Background: an optimization exercise with open tools, aiming at small area. Do not read the settings as production practice. The RTL of this run was laid out without a check of its function. Power figures rest on the tool's default switching activity, not on a simulated workload.

### flow/config.mk
export PLATFORM = sky130hd
export DESIGN_NAME = brotocol_engine
export DESIGN_NICKNAME = brotocol_engine
export VERILOG_FILES = /design/flow/design.v
export SDC_FILE = /design/flow/constraint.sdc
export NUM_CORES = 4
export LEC_CHECK = 0
export CAP_MARGIN = 20
export CORE_MARGIN = 2
export CORE_UTILIZATION = 40
export PLACE_DENSITY = 0.6
export SLEW_MARGIN = 20
### flow/constraint.sdc
create_clock -name core_clock -period 10.0 [get_ports {clk}]
set_input_delay 2.0000 -clock core_clock [delete_from_list [all_inputs] [get_ports {clk}]]
set_output_delay 2.0000 -clock core_clock [all_outputs]
set_load 0.01 [all_outputs]
### flow/design.v
module brotocol_master #(
    parameter N_A   = 5,
    parameter N_D   = 1,
    parameter K     = 1000,
    parameter REQ_W = 32
) (
    input  wire             clk,
    input  wire             rst,
    input  wire             m_start,
    input  wire [REQ_W-1:0] m_addr,
    input  wire [REQ_W-1:0] m_data,
    input  wire             m_drv_fault,
    input  wire             bus_in,
    output wire             m_drive_low,
    output reg              m_busy,
    output reg              m_done,
    output reg  [2:0]       m_result
);
    localparam MT_W   = $clog2(20*K);
    localparam MI_W   = $clog2(N_A + N_D + 3);
    localparam IDX_QA = N_A + 1;
    localparam IDX_QD = N_A + N_D + 2;
    localparam SYM_START = 2'd0;
    localparam SYM_BIT1  = 2'd1;
    localparam SYM_BIT0  = 2'd2;
    localparam SYM_ACKQ  = 2'd3;
    localparam RES_OK        = 3'd0;
    localparam RES_ADDR_NACK = 3'd1;
    localparam RES_DATA_NACK = 3'd2;
    localparam RES_HAL_FAIL  = 3'd3;
    localparam RES_USAGE     = 3'd4;
    reg [MI_W-1:0] m_idx;
    reg [MT_W-1:0] m_t;
    reg [N_A-1:0]  m_a;
    reg [N_D-1:0]  m_d;
    reg [1:0] sym;
    always @(*) begin
        if (m_idx == 0)
            sym = SYM_START;
        else if (m_idx <= N_A)
            sym = m_a[m_idx-1] ? SYM_BIT1 : SYM_BIT0;
        else if (m_idx == IDX_QA)
            sym = SYM_ACKQ;
        else if (m_idx <= N_A + N_D + 1)
            sym = m_d[m_idx-N_A-2] ? SYM_BIT1 : SYM_BIT0;
        else
            sym = SYM_ACKQ;
    end
    reg [MT_W-1:0] low_len;
    reg [MT_W-1:0] tot_len;
    always @(*) begin
        case (sym)
            SYM_START: begin low_len = 18*K; tot_len = 20*K; end
            SYM_BIT1:  begin low_len =  8*K; tot_len = 10*K; end
            default:   begin low_len =  2*K; tot_len = 10*K; end
        endcase
    end
    assign m_drive_low = m_busy && (m_t < low_len);
    wire valid = (m_addr < (1 << N_A)) && (m_data < (1 << N_D));
    wire sp    = (m_idx == IDX_QA || m_idx == IDX_QD) && (m_t == 5*K);
    wire eos   = (m_t == tot_len - 1);
    wire last  = (m_idx == IDX_QD);
    always @(posedge clk) begin
        if (rst) begin
            m_busy   <= 1'b0;
            m_idx    <= 0;
            m_t      <= 0;
            m_a      <= 0;
            m_d      <= 0;
            m_result <= RES_OK;
            m_done   <= 1'b0;
        end else begin
            m_done <= 1'b0;
            if (!m_busy) begin
                if (m_start) begin
                    if (valid) begin
                        m_busy <= 1'b1;
                        m_idx  <= 0;
                        m_t    <= 0;
                        m_a    <= m_addr[N_A-1:0];
                        m_d    <= m_data[N_D-1:0];
                    end else begin
                        m_result <= RES_USAGE;
                        m_done   <= 1'b1;
                    end
                end
            end else if (m_drv_fault) begin
                m_busy   <= 1'b0;
                m_result <= RES_HAL_FAIL;
                m_done   <= 1'b1;
            end else if (sp && bus_in) begin
                m_busy   <= 1'b0;
                m_result <= (m_idx == IDX_QA) ? RES_ADDR_NACK : RES_DATA_NACK;
                m_done   <= 1'b1;
            end else if (eos) begin
                if (last) begin
                    m_busy   <= 1'b0;
                    m_result <= RES_OK;
                    m_done   <= 1'b1;
                end else begin
                    m_t   <= 0;
                    m_idx <= m_idx + 1'b1;
                end
            end else begin
                m_t <= m_t + 1'b1;
            end
        end
    end
endmodule
module brotocol_slave #(
    parameter N_A = 5,
    parameter N_D = 1,
    parameter K   = 1000
) (
    input  wire           clk,
    input  wire           rst,
    input  wire           bus_in,
    input  wire           s_drv_fault,
    input  wire [N_A-1:0] cfg_own_address,
    output wire           s_drive_low,
    output reg            s_rx_valid,
    output reg  [N_D-1:0] s_rx_data,
    output reg            s_hal_fail
);
    localparam CB_W  = $clog2((N_A > N_D ? N_A : N_D) + 1);
    localparam TMR_W = $clog2(15*K + 1);
    localparam PH_IDLE = 2'd0;
    localparam PH_ADDR = 2'd1;
    localparam PH_DATA = 2'd2;
    localparam PH_DONE = 2'd3;
    localparam [TMR_W-1:0] T_START_DET  = 15*K;
    localparam [TMR_W-1:0] T_CHECKPOINT = 5*K;
    localparam [TMR_W-1:0] T_ACK_HOLD   = 8*K;
    reg [N_A-1:0]   own_address;
    reg [1:0]       phase;
    reg [N_A-1:0]   aacc;
    reg [N_D-1:0]   dacc;
    reg [CB_W-1:0]  cb;
    reg             aw;
    reg             ak;
    reg             ls;
    reg             ir;
    reg [TMR_W-1:0] tmr;
    reg             line_prev;
    assign s_drive_low = ak;
    reg [1:0]       n_phase;
    reg [N_A-1:0]   n_aacc;
    reg [N_D-1:0]   n_dacc;
    reg [CB_W-1:0]  n_cb;
    reg             n_aw;
    reg             n_ak;
    reg             n_ls;
    reg             n_ir;
    reg [TMR_W-1:0] n_tmr;
    reg             n_rx_valid;
    reg [N_D-1:0]   n_rx_data;
    reg             n_hal_fail;
    reg             fc;
    integer         i;
    wire line = bus_in;
    wire exp  = (tmr == 1);
    wire edge_ev = (line != line_prev);
    task reset_to_idle;
        begin
            n_phase = PH_IDLE;
            n_aacc  = {N_A{1'b0}};
            n_dacc  = {N_D{1'b0}};
            n_cb    = {CB_W{1'b0}};
            n_aw    = 1'b0;
            n_ak    = 1'b0;
            n_ls    = 1'b1;
            n_ir    = 1'b0;
        end
    endtask
    always @(*) begin
        n_phase    = phase;
        n_aacc     = aacc;
        n_dacc     = dacc;
        n_cb       = cb;
        n_aw       = aw;
        n_ak       = ak;
        n_ls       = ls;
        n_ir       = ir;
        n_tmr      = (tmr != 0) ? tmr - 1'b1 : {TMR_W{1'b0}};
        n_rx_valid = 1'b0;
        n_rx_data  = s_rx_data;
        n_hal_fail = 1'b0;
        if (exp) begin
            n_ls = line;
            n_aw = 1'b0;
            if (n_phase == PH_DONE) begin
                if (n_ak && s_drv_fault) begin
                    reset_to_idle;
                    n_hal_fail = 1'b1;
                end else begin
                    n_ak       = 1'b0;
                    n_rx_data  = n_dacc;
                    n_rx_valid = 1'b1;
                    reset_to_idle;
                end
            end else if (n_ak) begin
                if (s_drv_fault) begin
                    reset_to_idle;
                    n_hal_fail = 1'b1;
                end else begin
                    n_ak = 1'b0;
                    if (n_phase == PH_DATA)
                        n_ir = 1'b1;
                end
            end
        end
        if (edge_ev) begin
            fc = (n_phase == PH_ADDR && n_cb == N_A) ||
                 (n_phase == PH_DATA && n_cb == N_D);
            if (line && n_ir) begin
                n_ir = 1'b0;                         
            end else begin
                n_ir = 1'b0;
                if (!line) begin
                    case (n_phase)
                        PH_IDLE: begin
                            if (!n_aw) begin
                                n_tmr = T_START_DET;
                                n_aw  = 1'b1;
                            end else begin
                                reset_to_idle;
                            end
                        end
                        PH_ADDR, PH_DATA: begin
                            if (n_aw) begin
                                reset_to_idle;
                            end else if (!fc) begin
                                n_tmr = T_CHECKPOINT;
                                n_aw  = 1'b1;
                            end else if (n_phase == PH_ADDR && n_aacc != own_address) begin
                                reset_to_idle;
                            end else if (s_drv_fault) begin
                                reset_to_idle;
                                n_hal_fail = 1'b1;
                            end else begin
                                n_ak  = 1'b1;
                                n_tmr = T_ACK_HOLD;
                                n_aw  = 1'b1;
                                if (n_phase == PH_ADDR) begin
                                    n_cb    = 0;
                                    n_phase = PH_DATA;
                                end else begin
                                    n_phase = PH_DONE;
                                end
                            end
                        end
                        default: begin
                            reset_to_idle;
                        end
                    endcase
                end else begin
                    case (n_phase)
                        PH_IDLE: begin
                            if (!n_aw && !n_ls) begin
                                n_phase = PH_ADDR;
                                n_cb    = 0;
                            end else begin
                                reset_to_idle;
                            end
                        end
                        PH_ADDR, PH_DATA: begin
                            if (fc) begin
                                reset_to_idle;
                            end else if (n_aw) begin
                                n_cb = n_cb + 1'b1;           
                            end else if (!n_ls) begin
                                for (i = 0; i < N_A; i = i + 1)
                                    if (n_phase == PH_ADDR && n_cb == i)
                                        n_aacc[i] = 1'b1;
                                for (i = 0; i < N_D; i = i + 1)
                                    if (n_phase == PH_DATA && n_cb == i)
                                        n_dacc[i] = 1'b1;
                                n_cb = n_cb + 1'b1;
                            end else begin
                                reset_to_idle;
                            end
                        end
                        default: begin
                            reset_to_idle;
                        end
                    endcase
                end
            end
        end
    end
    always @(posedge clk) begin
        line_prev <= bus_in;
        if (rst) begin
            own_address <= cfg_own_address;
            phase       <= PH_IDLE;
            aacc        <= 0;
            dacc        <= 0;
            cb          <= 0;
            aw          <= 1'b0;
            ak          <= 1'b0;
            ls          <= 1'b1;
            ir          <= 1'b0;
            tmr         <= 0;
            s_rx_valid  <= 1'b0;
            s_rx_data   <= 0;
            s_hal_fail  <= 1'b0;
        end else begin
            phase      <= n_phase;
            aacc       <= n_aacc;
            dacc       <= n_dacc;
            cb         <= n_cb;
            aw         <= n_aw;
            ak         <= n_ak;
            ls         <= n_ls;
            ir         <= n_ir;
            tmr        <= n_tmr;
            s_rx_valid <= n_rx_valid;
            s_rx_data  <= n_rx_data;
            s_hal_fail <= n_hal_fail;
        end
    end
endmodule
module brotocol_engine (
    input  wire        clk,
    input  wire        rst,
    input  wire        m_start,
    input  wire [31:0] m_addr,
    input  wire [31:0] m_data,
    input  wire        m_drv_fault,
    output wire        m_drive_low,
    output wire        m_busy,
    output wire        m_done,
    output wire [2:0]  m_result,
    input  wire        s_drv_fault,
    input  wire [4:0]  cfg_own_address,
    output wire        s_drive_low,
    output wire        s_rx_valid,
    output wire [0:0]  s_rx_data,
    output wire        s_hal_fail,
    input  wire        bus_in
);
    localparam N_A   = 5;
    localparam N_D   = 1;
    localparam K     = 1000;
    localparam REQ_W = 32;
    brotocol_master #(.N_A(N_A), .N_D(N_D), .K(K), .REQ_W(REQ_W)) u_master (
        .clk         (clk),
        .rst         (rst),
        .m_start     (m_start),
        .m_addr      (m_addr),
        .m_data      (m_data),
        .m_drv_fault (m_drv_fault),
        .bus_in      (bus_in),
        .m_drive_low (m_drive_low),
        .m_busy      (m_busy),
        .m_done      (m_done),
        .m_result    (m_result)
    );
    brotocol_slave #(.N_A(N_A), .N_D(N_D), .K(K)) u_slave (
        .clk             (clk),
        .rst             (rst),
        .bus_in          (bus_in),
        .s_drv_fault     (s_drv_fault),
        .cfg_own_address (cfg_own_address),
        .s_drive_low     (s_drive_low),
        .s_rx_valid      (s_rx_valid),
        .s_rx_data       (s_rx_data),
        .s_hal_fail      (s_hal_fail)
    );
endmodule
### flow/run.sh
#!/bin/bash
# synth_recipe.tcl (not shown) runs the flow's synth.tcl, then flattens the netlist and writes it again
# the make line also repeats each setting of config.mk as NAME=value (left out here)
make -C /OpenROAD-flow-scripts/flow DESIGN_CONFIG=/design/flow/config.mk WORK_HOME=/design/flow/orfs CLKGATE_MAP_FILE= SYNTH_SCRIPT=/design/flow/synth_recipe.tcl finish
==> run summary <==
through the flow:
stage	utilization (%)	hold slack (ps)	worst slack (ps)	cells	instance area, um^2
floorplan	-	429	5050	500	4230
global placement	50.3	445	4610	708	5170
detailed placement	50.3	449	4450	708	5170
CTS	52.7	457	4030	724	5410
global route	52.7	494	3840	724	5410
finish	52.7	452	4100	724	5410
worst paths after layout:
path                        start              endpoint  slack, ps
max             u_master.m_idx[0]           m_drive_low       4100
min          u_master.m_result[0]  u_master.m_result[0]        450
max reg2reg        u_slave.tmr[1]       u_slave.aacc[0]       5800
min reg2reg  u_master.m_result[0]  u_master.m_result[0]        450
logic make-up (layout without fill, tap and decap cells):
group | Yosys count | after routing | share of synthesized area (%)
AOI/OAI and AO/OA | 100 | 100 | 17.2
xor gates and xnor gates | 28 | 28 | 5.79
adders and majority gates | 23 | 23 | 6.80
buffers and inverters | 38 | 126 | 4.05
DFF | 68 | 68 | 33.3
muxes | 10 | 10 | 2.66
and+or+nand+nor | 233 | 233 | 30.2
cell usage in the layout, fill, tap and decap left out, types with 5 or more instances in the layout:
master	count
nor3_1	10
and3_1	5
nand3_1	19
edfxtp_1	5
ha_1	23
a21oi_1	24
inv_1	24
nand4_1	16
xor2_1	11
nor2_1	71
mux2i_1	9
dfxtp_1	63
nor4bb_1	5
clkdlybuf4s50_1	84
a31oi_1	6
xnor2_1	17
o21ai_0	26
nor4_1	17
clkbuf_8	9
nand2_1	42
routing by layer:
| metal | vias to the layer above | track usage (%) | part of all wire, % |
|---|---|---|---|
| li1 | 1983 | - | - |
| met1 | 1864 | 25.5 | 44 |
| met2 | 100 | 35.2 | 49 |
| met3 | 23 | 4.07 | 4.7 |
| met4 | 0 | 7.88 | 2.2 |
| met5 | - | 0 | 0 |
power by group:
group	switching, mW	internal, mW
Clock	0.108	0.165
Combinational	0.112	0.102
Sequential	0.0284	0.300
Total	0.248	0.566
area by class of cell:
class,count,area [um^2],share of cell area [%]
Clock buffer,9,124,2.29
Clock inverter,7,115,2.13
Inverter,25,93.8,1.73
Multi-Input combinational cell,394,2650,49.0
Sequential cell,68,1410,26.1
Tap cell,136,170,3.14
Timing Repair Buffer,85,848,15.7
registers in the layout (all words and copies together) (netlist names), 2 cells and up:
register,cells
u_slave.phase,2
u_slave.aacc,5
u_master.m_t,15
u_master.m_a,5
u_slave.own_address,5
u_slave.cb,3
u_slave.tmr,14
u_master.m_result,3
u_master.m_idx,4
worst max-delay path, stage by stage, from the launching register on:
cell             delay, ps
dfxtp_1                500
inv_1                  110
ha_1                   370
o41ai_1                430
nand3_1                120
a21oi_1                210
inv_1                  110
nand2_1                 90
ha_1                   230
o311a_1                120
o21ai_0                130
a2111oi_0              110
a2111oi_0              430
clkdlybuf4s50_1        620
==> results.json <==
{
  "hold_violations": 0,
  "yosysSeqAreaShare_pct": 33.3,
  "finalSetupTns_ps": 0,
  "clock_skew_ps": 7.87,
  "rows": 37,
  "cts_root_buffer": "clkbuf_8",
  "yosysMostFrequentCell": "nor2_1",
  "overflow": 0,
  "yosys_warnings": 2,
  "syn-cell-area_mm2": 0.00423,
  "grt_setup_unrepaired": "false",
  "antennaDiodeCount": 0,
  "reg2reg_depth": 16,
  "setup_viol": 0,
  "die-area_mm2": 0.0114,
  "synth-edff-count": 5,
  "wl_per_cell_um": 15.6,
  "dieHeight_um": 107,
  "drv_slew": 0,
  "cts_resized": 0,
  "syn_nets": 598,
  "path_clk_slew_ps": 70,
  "crit_type": "reg -> out",
  "synthTopCellsByArea": "dfxtp_1 (30%), ha_1 (6.8%), nor2_1 (6.3%)",
  "fmax_ghz": 0.169,
  "drt_iter0_drc": 154,
  "gp_congestion": 0.892,
  "io_buffers": 84,
  "antenna_found_initial": 0,
  "syn_inst": 500,
  "worstSetupStartpointType": "flip-flop",
  "numCtsBuffers": 9,
  "slew_headroom_pct": 56.0,
  "ys.flop_type": "dfxtp_1",
  "grt_use_total_pct": 20.6,
  "core_area_mm2": 0.0103,
  "initial_core_util_pct": 41.2,
  "num_vias": 3970,
  "ctsLongestPathBuffers": 2,
  "grt_pass1_vias": 3948,
  "min_period_ps": 5900,
  "clk_latency_ps": 350,
  "htree_levels": 3,
  "yosys_register_bits": 68,
  "power_density_mw_per_mm2": 151,
  "peakVddDrop_mv": 0.124,
  "fillers": 991,
  "synthArstFlopShare_pct": 0,
  "p_total_mw": 0.815,
  "cp.required_ps": 8000,
  "die_w_um": 107,
  "grt_pass1_wl_um": 19000,
  "power_leakage_nw": 1.98,
  "cts_tree": "done",
  "status": "no timing/DRC/antenna violations",
  "synth.avg_cell_area_um2": 8.47,
  "grt_max_degree": 39,
  "via_per_inst": 5.48,
  "fin_crit_sh_pct": 59.0,
  "cts.sinks": 68,
  "synth_top_cell_area_share_pct": 29.8,
  "io_pins": 85,
  "synth_commonest_cells": "nor2_1 (71), dfxtp_1 (63), nand2_1 (42)",
  "cp-end-kind": "primary output",
  "dp_hpwl_um": 8650,
  "postCtsSetupBuffers": 0,
  "synth_largest_area_cell": "dfxtp_1",
  "maxCapViolCount": 0,
  "holdPathStages": 2,
  "drive_gt1_share_pct": 8.16,
  "final_net_count": 681,
  "drtAntennaViolNets": 0,
  "drc": 0,
  "dr.pass1.iters": 4,
  "cp_max_fo": 9,
  "crit_arrival_ps": 3900,
  "worst_pin_slew_ps": 656,
  "hold_path_class": "reg -> reg",
  "yosys.cell_types.count": 77,
  "areaGrowthSynthToFinish_pct": 27.9,
  "drt_wl_total_um": 11300,
  "cts_hold_buf": 0
}

-- what the ideal ports hide --
The flow's constraints put no driver on any port. The routed layout listed below was extracted and timed again, unchanged, in two steps. Step 1 (the two cells are an assumption about what drives the block):
set clk [get_ports {clk}]
set_driving_cell -lib_cell sky130_fd_sc_hd__clkbuf_16 $clk
set_driving_cell -lib_cell sky130_fd_sc_hd__buf_2 [delete_from_list [all_inputs] $clk]
Step 2, shift: input delay + t, output delay - t, t = (earliest + latest rising clock arrival at the registers) / 2. This alone moves slack from input paths to output paths. a / b / c = no drivers / after step 1 / after step 2; a / b = the first two.
t, ns: 0.373
setup WS [ns]: 4.100 / 4.068 / 4.414
latest minus earliest clock arrival (ns): 0.008 / 0.007
slew at the worst register clock pin (ns): 0.08 / 0.08
worst data-port slew with drivers (ns): 0.05
After both steps setup and hold are still met in this run. For this run, drivers alone change the setup slack by -0.032 ns; drivers and shift together by +0.314 ns.
